This design comes from an exercise in tuning for small area, a short achievable clock period and few clock cycles on the open sky130 flow, not from production work.

==> 02-24 <==
==> flow/design.v <==
module fp32_add (
    input  wire [31:0] a,
    input  wire [31:0] b,
    input  wire        ext,
    output reg  [31:0] y,
    output wire [9:0]  x_exp,
    output wire        x_nan
);
    wire       sa = a[31];
    wire       sb = b[31];
    wire [7:0] ea = a[30:23];
    wire [7:0] eb = b[30:23];
    wire [22:0] fa = a[22:0];
    wire [22:0] fb = b[22:0];
    wire a_max = (ea == 8'hFF);
    wire b_max = (eb == 8'hFF);
    wire a_nan = a_max && (fa != 0);
    wire b_nan = b_max && (fb != 0);
    wire a_inf = a_max && (fa == 0);
    wire b_inf = b_max && (fb == 0);
    wire swap = (b[30:0] > a[30:0]);
    wire        s_l = swap ? sb : sa;
    wire [30:0] l   = swap ? b[30:0] : a[30:0];
    wire [30:0] s   = swap ? a[30:0] : b[30:0];
    wire        l_norm = (l[30:23] != 0);
    wire        s_norm = (s[30:23] != 0);
    wire [7:0]  el = {l[30:24], l[23] | ~l_norm};
    wire [7:0]  es = {s[30:24], s[23] | ~s_norm};
    wire [23:0] ml = {l_norm, l[22:0]};
    wire [23:0] ms = {s_norm, s[22:0]};
    wire [7:0]  d = el - es;
    wire        far = (d > 8'd26);
    wire [4:0]  dd  = far ? 5'd26 : d[4:0];
    wire [49:0] ms_wide = {ms, 26'b0} >> dd;
    wire [26:0] ms_al = far ? {26'b0, (ms != 0)} : {ms_wide[49:24], (ms_wide[23:0] != 0)};
    wire        sub = sa ^ sb;
    wire [27:0] sum = sub ? ({1'b0, ml, 3'b0} - {1'b0, ms_al})
                          : ({1'b0, ml, 3'b0} + {1'b0, ms_al});
    reg [4:0]  lz;
    integer    k;
    always @* begin
        lz = 5'd27;
        for (k = 0; k <= 26; k = k + 1)
            if (sum[k]) lz = 5'd26 - k[4:0];
    end
    reg  [26:0] nm;       
    reg  [9:0]  ne;       
    reg  [4:0]  sh;
    always @* begin
        if (sum[27]) begin
            sh = 5'd0;
            nm = {sum[27:2], (sum[1] | sum[0])};
            ne = {2'b0, el} + 10'd1;
        end else begin
            if (ext || ({5'b0, lz} < {2'b0, el}))
                sh = lz;
            else
                sh = el[4:0] - 5'd1;      
            nm = sum[26:0] << sh;
            ne = {2'b0, el} - {5'b0, sh};
        end
    end
    wire        hid      = nm[26];
    wire        round_up = nm[2] & (nm[1] | nm[0] | nm[3]);
    wire [9:0]  ef       = ext ? ne : (hid ? {2'b0, ne[7:0]} : 10'd0);
    wire [32:0] rounded  = {ef, nm[25:3]} + {32'b0, round_up};
    wire nan_out = a_nan || b_nan || (a_inf && b_inf && (sa != sb));
    wire zero    = (sum == 0);
    wire big     = (ne >= 10'd255) && !ne[9];
    always @* begin
        if (nan_out)
            y = 32'h7FC00000;
        else if (a_inf)
            y = {sa, 8'hFF, 23'b0};
        else if (b_inf)
            y = {sb, 8'hFF, 23'b0};
        else if (zero)
            y = {sa & sb, 31'b0};
        else if (big)
            y = {s_l, 8'hFF, 23'b0};
        else
            y = {s_l, rounded[30:0]};
    end
    assign x_nan = nan_out;
    assign x_exp = (a_max || b_max || big) ? 10'd255 :
                   zero ? 10'h200 : rounded[32:23];
endmodule
module fp32_mul (
    input  wire        a_sign,
    input  wire [9:0]  a_exp,
    input  wire [22:0] a_frac,
    input  wire        a_nan,
    input  wire        b_sign,
    input  wire [9:0]  b_exp,
    input  wire [23:0] b_sig,
    input  wire        b_nan,
    input  wire [15:0] mask,
    output reg  [15:0] idx,
    output reg         ovf
);
    wire sy = a_sign ^ b_sign;
    wire a_zero = a_exp[9] & ~a_exp[8];
    wire b_zero = b_exp[9] & ~b_exp[8];
    wire a_inf  = ~a_exp[9] & (a_exp[8] | (&a_exp[7:0]));
    wire b_inf  = ~b_exp[9] & (b_exp[8] | (&b_exp[7:0]));
    wire [47:0] p = {1'b1, a_frac} * b_sig;
    wire signed [11:0] t0 = $signed({{2{a_exp[9]}}, a_exp}) + $signed({{2{b_exp[9]}}, b_exp})
                            - 12'sd276;
    wire signed [11:0] t  = p[47] ? t0 : t0 - 12'sd1;
    wire [23:0] sig = p[47] ? p[47:24] : p[46:23];
    wire        g   = p[47] ? p[23] : p[22];
    wire        st  = p[47] ? (p[22:0] != 0) : (p[21:0] != 0);
    wire [24:0] sig_r = {1'b0, sig} + {24'b0, g & (st | sig[0])};
    wire big   = (t > 12'sd7) || (t == 12'sd7 && sig_r[24]);
    wire exact = (t == 12'sd8 && sig_r == 25'h0800000) || (t == 12'sd7 && sig_r[24]);
    wire signed [11:0] rsh = 12'sd7 - t;
    wire [31:0] w  = {sig_r, 7'b0} >> rsh[4:0];
    wire [15:0] mag = (rsh > 12'sd31) ? 16'd0 : w[15:0];
    always @* begin
        if (a_nan || b_nan || (a_inf && b_zero) || (b_inf && a_zero)) begin
            idx = 16'd0;
            ovf = 1'b1;
        end else if (a_inf || b_inf) begin
            idx = sy ? 16'd0 : mask;
            ovf = 1'b1;
        end else if (a_zero || b_zero) begin
            idx = 16'd0;
            ovf = 1'b0;
        end else if (big) begin
            idx = sy ? 16'd0 : mask;
            ovf = !(sy && exact);
        end else begin
            idx = (sy ? (16'd0 - mag) : mag) & mask;
            ovf = 1'b0;
        end
    end
endmodule
module bu_lane (
    input  wire        clk,
    input  wire        rst,
    input  wire        half,
    input  wire [4:0]  cfg_log2n,
    input  wire [10:0] cfg_pixel_size,
    input  wire [15:0] cfg_curve_count,
    input  wire [9:0]  cfg_iter_count,
    input  wire [3:0]  cfg_red_shift,
    input  wire [31:0] cfg_idx_scale,
    input  wire [31:0] cfg_da1,
    input  wire [31:0] cfg_da2,
    input  wire [31:0] cfg_a1_start,
    input  wire [31:0] cfg_a2_start,
    input  wire        start,
    input  wire [31:0] time_in,
    output wire        busy,
    output reg         lut_rd,
    output reg  [16:0] lut_addr,
    input  wire [31:0] lut_data,
    output reg         smp_valid,
    input  wire        smp_ready,
    output reg  [31:0] smp_x,
    output reg  [31:0] smp_y,
    output reg  [5:0]  smp_colour,
    output wire        smp_in_range,
    output wire [9:0]  smp_row,
    output wire [9:0]  smp_col,
    output reg         smp_num
);
    localparam [3:0] S_IDLE  = 4'd0,
                     S_INIT1 = 4'd1,
                     S_INIT2 = 4'd2,
                     S_P0    = 4'd3,
                     S_P1    = 4'd4,
                     S_P2    = 4'd5,
                     S_P3    = 4'd6,
                     S_P4    = 4'd7,
                     S_P5    = 4'd8,
                     S_DRAIN = 4'd9;
    reg [3:0]  state;
    reg        first;       
    reg        tail;        
    reg        held;        
    reg [10:0] pixel_size;
    reg [9:0]  sc_exp;
    reg [23:0] sc_sig;
    reg        sc_sign, sc_nan;
    reg [31:0] a1, a2;
    reg [15:0] i;
    reg [9:0]  j;           
    reg [31:0] s;
    reg [9:0]  s_exp;
    reg        s_nan;
    reg [31:0] da2r;        
    reg        ovf;
    assign busy = (state != S_IDLE);
    wire [15:0] half_hi = half ? cfg_curve_count : {1'b0, cfg_curve_count[15:1]};
    function [31:0] u2f_half;
        input [10:0] n;
        integer b;
        reg [3:0] msb;
        reg [22:0] frac;
        begin
            msb = 4'd0;
            for (b = 0; b < 11; b = b + 1)
                if (n[b]) msb = b[3:0];
            frac = {n, 12'b0} << (4'd11 - msb);
            if (n == 0)
                u2f_half = 32'd0;
            else
                u2f_half = {1'b0, 8'd126 + {4'd0, msb}, frac};
        end
    endfunction
    wire [31:0] centre  = u2f_half(pixel_size);
    wire [31:0] p_limit = (pixel_size == 0) ? 32'd0 : centre + 32'h00800000;
    reg  [31:0] add_a, add_b;
    reg         add_ext;
    wire [31:0] add_y;
    wire [9:0]  add_xe;
    wire        add_xnan;
    fp32_add u_add (.a(add_a), .b(add_b), .ext(add_ext), .y(add_y),
                    .x_exp(add_xe), .x_nan(add_xnan));
    always @* begin
        add_ext = 1'b0;
        case (state)
            S_INIT1: begin add_a = a1; add_b = cfg_a1_start; end
            S_INIT2: begin add_a = a2; add_b = cfg_a2_start; end
            S_P1: begin
                add_a = a1;
                add_b = tail ? cfg_da1 : (first ? centre : smp_x);
                add_ext = !tail;
            end
            S_P2: begin add_a = da2r; add_b = smp_y; end
            S_P3: begin
                add_a = a2;
                add_b = tail ? cfg_da2 : (first ? centre : smp_y);
                add_ext = !tail;
            end
            default: begin add_a = s; add_b = lut_data; end    
        endcase
    end
    wire [16:0] mask_w = (17'h1 << cfg_log2n) - 17'h1;
    wire [15:0] mask   = mask_w[15:0];
    wire [15:0] conv_idx;
    wire        conv_ovf;
    fp32_mul u_mul (.a_sign(s[31]), .a_exp(s_exp), .a_frac(s[22:0]), .a_nan(s_nan),
                    .b_sign(sc_sign), .b_exp(sc_exp), .b_sig(sc_sig), .b_nan(sc_nan),
                    .mask(mask), .idx(conv_idx), .ovf(conv_ovf));
    wire [16:0] quarter = 17'h1 << (cfg_log2n - 5'd2);
    function [9:0] ftrunc;
        input [31:0] v;
        reg [32:0] t;
        begin
            if (v[30:23] < 8'd127)
                ftrunc = 10'd0;
            else begin
                t = {9'd0, 1'b1, v[22:0]} >> (8'd150 - v[30:23]);
                ftrunc = t[9:0];
            end
        end
    endfunction
    function in_grid;
        input [31:0] v;
        input [31:0] lim;
        begin
            in_grid = (v[30:0] == 0) || (!v[31] && (v[30:0] < lim[30:0]));
        end
    endfunction
    assign smp_in_range = in_grid(smp_x, p_limit) && in_grid(smp_y, p_limit);
    assign smp_row = smp_in_range ? ftrunc(smp_y) : 10'd0;
    assign smp_col = smp_in_range ? ftrunc(smp_x) : 10'd0;
    wire [15:0] i_sh  = i >> cfg_red_shift;
    wire [1:0]  red   = i_sh[1:0];
    wire [1:0]  green = j[8:7];
    wire [2:0]  bsum  = 3'd7 - ({1'b0, red} + {1'b0, green});
    wire [1:0]  blue  = bsum[2:1];
    wire        i_last = ({1'b0, i} + 17'd4 >= {1'b0, half_hi});
    always @(posedge clk) begin
        if (rst) begin
            state     <= S_IDLE;
            lut_rd    <= 1'b0;
            smp_valid <= 1'b0;
        end else begin
            if (smp_valid && smp_ready)
                smp_valid <= 1'b0;
            if (!sc_sig[23]) begin
                sc_sig <= {sc_sig[22:0], 1'b0};
                sc_exp <= sc_exp - 10'd1;
            end
            case (state)
                S_IDLE: begin
                    if (start && cfg_curve_count != 0) begin
                        pixel_size <= cfg_pixel_size;
                        sc_sign    <= cfg_idx_scale[31];
                        sc_nan     <= (cfg_idx_scale[30:23] == 8'hFF) && (cfg_idx_scale[22:0] != 0);
                        if (cfg_idx_scale[30:23] == 8'hFF) begin
                            sc_exp <= 10'd255;
                            sc_sig <= 24'h800000;
                        end else if (cfg_idx_scale[30:0] == 0) begin
                            sc_exp <= 10'h200;
                            sc_sig <= 24'h800000;
                        end else if (cfg_idx_scale[30:23] == 8'h00) begin
                            sc_exp <= 10'd1;
                            sc_sig <= {1'b0, cfg_idx_scale[22:0]};
                        end else begin
                            sc_exp <= {2'b0, cfg_idx_scale[30:23]};
                            sc_sig <= {1'b1, cfg_idx_scale[22:0]};
                        end
                        i     <= half ? {1'b0, cfg_curve_count[15:1]} : 16'd0;
                        a1    <= time_in;
                        a2    <= time_in;
                        state <= S_INIT1;
                    end
                end
                S_INIT1: begin
                    a1    <= add_y;
                    state <= (cfg_iter_count == 0) ? S_IDLE : S_INIT2;
                end
                S_INIT2: begin
                    a2    <= add_y;
                    j     <= 10'd0;
                    first <= 1'b1;
                    tail  <= 1'b0;
                    held  <= 1'b0;
                    state <= S_P1;
                end
                S_P1: begin
                    if (tail) begin
                        a1 <= add_y;
                    end else begin
                        s     <= add_y;
                        s_exp <= add_xe;
                        s_nan <= add_xnan;
                    end
                    if (!first)
                        smp_y <= lut_data;                  
                    if (sc_sig[23])                          
                        state <= S_P2;
                end
                S_P2: begin
                    if (!tail) begin
                        lut_rd   <= 1'b1;
                        lut_addr <= {1'b0, conv_idx};
                        ovf      <= conv_ovf;
                    end
                    if (!first)
                        smp_y <= add_y;
                    state <= S_P3;
                end
                S_P3: begin
                    lut_addr <= lut_addr + quarter;
                    if (tail) begin
                        a2 <= add_y;
                    end else begin
                        s     <= add_y;
                        s_exp <= add_xe;
                        s_nan <= add_xnan;
                    end
                    if (!first) begin
                        smp_valid  <= 1'b1;
                        smp_colour <= {blue, green, red};
                        j          <= j + 10'd1;
                    end
                    if (tail) begin
                        i     <= i + 16'd4;
                        j     <= 10'd0;
                        first <= 1'b1;
                        tail  <= 1'b0;
                        state <= i_last ? S_DRAIN : S_P1;
                    end else
                        state <= S_P4;
                end
                S_P4: begin
                    lut_addr <= {1'b0, conv_idx};
                    ovf      <= ovf | conv_ovf;
                    s        <= lut_data;                   
                    state    <= S_P5;
                end
                S_P5: begin
                    if (!held)
                        da2r <= lut_data;                   
                    if (smp_valid && !smp_ready) begin
                        held <= 1'b1;
                    end else begin
                        held     <= 1'b0;
                        lut_addr <= lut_addr + quarter;
                        state    <= S_P0;
                    end
                end
                S_P0: begin
                    lut_rd  <= 1'b0;
                    smp_x   <= add_y;
                    smp_num <= ovf;
                    first   <= 1'b0;
                    tail    <= (j + 10'd1 == cfg_iter_count);
                    state   <= S_P1;
                end
                S_DRAIN: begin
                    if (!smp_valid || smp_ready)
                        state <= S_IDLE;
                end
                default: state <= S_IDLE;
            endcase
        end
    end
endmodule
==> flow/run.sh <==
#!/bin/bash
# synth_recipe.tcl (not shown) runs the flow's synth.tcl, then flattens the netlist and writes it again
# the make line also repeats each setting of config.mk as NAME=value (left out here)
make -C /OpenROAD-flow-scripts/flow DESIGN_CONFIG=/design/flow/config.mk WORK_HOME=/design/flow/orfs CLKGATE_MAP_FILE= SYNTH_SCRIPT=/design/flow/synth_recipe.tcl finish
==> flow/config.mk <==
export PLATFORM = sky130hd
export DESIGN_NAME = bu_lane
export DESIGN_NICKNAME = bu_lane
export VERILOG_FILES = /design/flow/design.v
export SDC_FILE = /design/flow/constraint.sdc
export NUM_CORES = 4
export LEC_CHECK = 0
export CAP_MARGIN = 20
export CORE_MARGIN = 2
export CORE_UTILIZATION = 40
export PLACE_DENSITY = 0.6
export SLEW_MARGIN = 20
==> flow/constraint.sdc <==
create_clock -name core_clock -period 25.0 [get_ports {clk}]
set_input_delay 5.0000 -clock core_clock [delete_from_list [all_inputs] [get_ports {clk}]]
set_output_delay 5.0000 -clock core_clock [all_outputs]
set_load 0.01 [all_outputs]
==> inputs of 06-18, as changes to 02-24 <==
Settings changed: ABC_AREA from default to 1.
==> comparison table <==
| quantity | 06-18 | 02-24 |
|---|---|---|
| Routing usage on met3 | 5.29% | 7.94% |
| Total number of vias | 55900 | 57400 |
| Xor/xnor share of the synthesized area | 2.77% | 3.43% |
| Total placed instance area | 60000 sq um | 64600 sq um |
| Number of buffers created by CTS | 41 | 39 |
| Tmin final | 22.25 ns | 23.48 ns |
| Initial core utilization | 40.3% | 40.3% |
| Final HPWL from detailed placement | 182000 microns | 194000 microns |
| Ratio of cells with drive above 1 in the final layout | 4.31% | 10.1% |
| Num rows | 135 | 137 |
| Status | finished clean | finished clean |
| Final WS setup | 2.75 ns | 1.52 ns |
| Post-Route Hold Slack | 0.454 ns | 0.485 ns |
| Mean post-synth cell area | 6.84 sq um | 8.15 sq um |
| DIE HEIGHT | 373 microns | 379 microns |
| Post-layout instance area | 61400 sq um | 66000 sq um |
| Global-route met1 utilization | 42.6% | 43.3% |
| Cell with the largest stage delay on the worst path | sky130_fd_sc_hd__a31oi_1 | sky130_fd_sc_hd__a211oi_1 |
| Placeable core region | 135000 sq um | 140000 sq um |
| Final non-clock buffer share | 7.72% | 11.2% |
| Complex-gate fraction of the synthesized area | 12.9% | 20.5% |
Function was not checked in any run of this note: the RTL went through the layout flow alone.

==> re-timing with driven ports <==
In the flow no input, the clock included, has a driving cell. The finished layouts below were timed again as built, in two steps.
Step 1: set_driving_cell puts a clkbuf_16 on clk and a buf_2 on each other input, an assumption about the parent block.
Step 2 times the ports against the registers' clock, not the clock port: input delays grow and output delays shrink by t, the midpoint of the rising clock arrivals with the driver on.
a / b / c = ideal / step 1 / step 2; a / b = the first two.
run | t (ns) | setup slack, ns | worst setup path after step 2 | clock arrival spread, ns | worst data-port slew with drivers (ns)
02-24 | 0.682 | 1.516 / 1.563 / 0.881 | input to register | 0.057 / 0.058 | 0.13
06-18 | 0.702 | 2.748 / 2.810 / 2.109 | input to register | 0.043 / 0.043 | 0.16
After both steps every run listed still meets setup and hold. The setup slack of 06-18, which loses most, moves by +0.062 ns with the drivers and by -0.639 ns with both steps.
